This is an optimization exercise on Yosys and OpenROAD, whose aim is small area, not a production implementation. The RTL was checked by simulation tests, not by an equivalence proof against the original design.

v6:
Design illum_rx, start of the top module:
module illum_rx (
    input  wire        clk,
    input  wire        rst,               
    input  wire        in_valid,
    input  wire [7:0]  in_data,
    input  wire        in_long,           
    input  wire        in_check_framing,  
    output reg         out_valid,
    output reg         out_long,
    output reg  [2:0]  out_err,
    output reg  [7:0]  out_bcc,
    output reg  [6:0]  out_head,
    output reg  [15:0] out_cmd,
    output reg  [31:0] out_param,
    output reg  [2:0]  out_status,
    output reg         out_low_battery,
    output wire        out_d1_absent,
    output reg         out_d1_neg,
    output reg  [13:0] out_d1_mant,
    output wire [3:0]  out_d1_exp,
    output wire        out_d2_absent,
    output reg         out_d2_neg,
    output reg  [13:0] out_d2_mant,
    output wire [3:0]  out_d2_exp,
    output wire        out_d3_absent,
    output reg         out_d3_neg,
    output reg  [13:0] out_d3_mant,
    output wire [3:0]  out_d3_exp
);
For scale: about 320 cells after synthesis, roughly 130 flip-flops, roughly 150 I/O pins, ~5300 um2 of cells after synthesis.
Settings: LEC_CHECK=0, CAP_MARGIN=20, CORE_MARGIN=2, CORE_UTILIZATION=55, SLEW_MARGIN=20; clock period 10.0 ns.
standard.sh (not shown) runs the stock make flow with config.mk's settings and CLKGATE_MAP_FILE= SYNTH_SCRIPT=/design/flow/synth_recipe.tcl, a recipe that flattens the netlist after the stock synthesis.
==> flow/flow/run.sh <==
#!/bin/bash
# Standard ORFS layout (the standard.sh, standard synthesis unchanged),
# with smaller cells for the port buffers and the clock tree, and no CTS
# dummy loads. Each step's full output stays in orfs/logs; make's own output
# goes to flow.log here. flow/downsize.tcl runs before the placement-stage
# repair_design.
set -euo pipefail
cd "$(dirname "$0")/.."
export BUFFER_PORTS_ARGS="-buffer_cell sky130_fd_sc_hd__buf_1"
export CTS_ARGS="-sink_clustering_enable -repair_clock_nets -dont_use_dummy_load -buf_list sky130_fd_sc_hd__clkbuf_4"
export DOWNSIZE_MAX_FANOUT=6
export PRE_GLOBAL_PLACE_TCL="$PWD/flow/downsize.tcl"
export PRE_RESIZE_TCL="$PWD/flow/downsize.tcl"
bash standard.sh finish > flow.log 2>&1
==> flow/flow/downsize.tcl <==
# Before the placement-stage repair: give combinational cells the smallest
# drive of their family, and keep that repair to small buffers; it then
# sizes up or buffers only where slew, capacitance or fanout need it.
set max_fanout $::env(DOWNSIZE_MAX_FANOUT)
set lib_cells {}
foreach lc [get_lib_cells sky130_fd_sc_hd__*] { lappend lib_cells [get_name $lc] }
set dont_use $::env(DONT_USE_CELLS)
set n 0
foreach inst [[ord::get_db_block] getInsts] {
  set m [[$inst getMaster] getName]
  if {![regexp {^(sky130_fd_sc_hd__[a-z0-9]+)_([0-9]+)$} $m -> fam drive]} continue
  if {[string match "*df*" $fam] || [string match "*clk*" $fam] || [string match "*tap*" $fam] || [string match "*conb*" $fam]} continue
  set fo 0
  foreach it [$inst getITerms] {
    if {[$it isOutputSignal] && [$it getNet] ne "NULL"} { set fo [expr {$fo + [llength [[$it getNet] getITerms]] - 1}] }
  }
  if {$fo > $max_fanout} continue
  set best $m
  set best_area [[$inst getMaster] getWidth]
  foreach d {0 1 2} {
    set c ${fam}_$d
    if {[lsearch -exact $lib_cells $c] < 0 || [lsearch -exact $dont_use $c] >= 0} continue
    set mm [[ord::get_db] findMaster $c]
    if {$mm eq "NULL"} continue
    if {[$mm getWidth] < $best_area} { set best $c; set best_area [$mm getWidth] }
  }
  if {$best ne $m} {
    replace_cell [$inst getName] $best
    incr n
  }
}
puts "downsize: replaced $n cells"
set_dont_use [get_lib_cells {sky130_fd_sc_hd__bufbuf_8 sky130_fd_sc_hd__bufbuf_16 sky130_fd_sc_hd__buf_6 sky130_fd_sc_hd__buf_8 sky130_fd_sc_hd__buf_12 sky130_fd_sc_hd__buf_16}]
[inputs] v7 vs v6
- CORE_UTILIZATION now 40, was 55
Results
v7 completed end to end with timing, DRC and antenna clean.
Changes observed in v7 relative to v6: total inserted antenna cells shows no meaningful change, count of filler cells inserted in the layout saw an increase, number of global-route vias before repair rose by 146.

port drivers added, routing unchanged:
Ports are ideal in the flow. The routed layouts listed here were re-timed in OpenROAD.
Step 1, drivers: a clkbuf_16 drives clk and a buf_2 each remaining input, both assumed.
Step 2 moves the port delays by t, midway between the first and last clock arrival at a register: inputs arrive t later, outputs are due t later. That takes back most of the time a late clock gives input paths.
a / b / c = ideal ports / drivers / drivers and shift; a / b = the first two.
run | t, ns | setup slack, ns | worst setup path at the end | latest minus earliest clock arrival (ns) | worst slew at a driven data input, ns
v6 | 0.513 | 3.825 / 3.824 / 3.311 | input to register | 0.040 / 0.040 | 0.04
v7 | 0.524 | 3.924 / 3.919 / 3.396 | input to register | 0.043 / 0.043 | 0.04
After both steps setup and hold are still met in every run listed. The setup slack of v7, which loses most, moves by -0.005 ns with the drivers and by -0.528 ns with both steps.
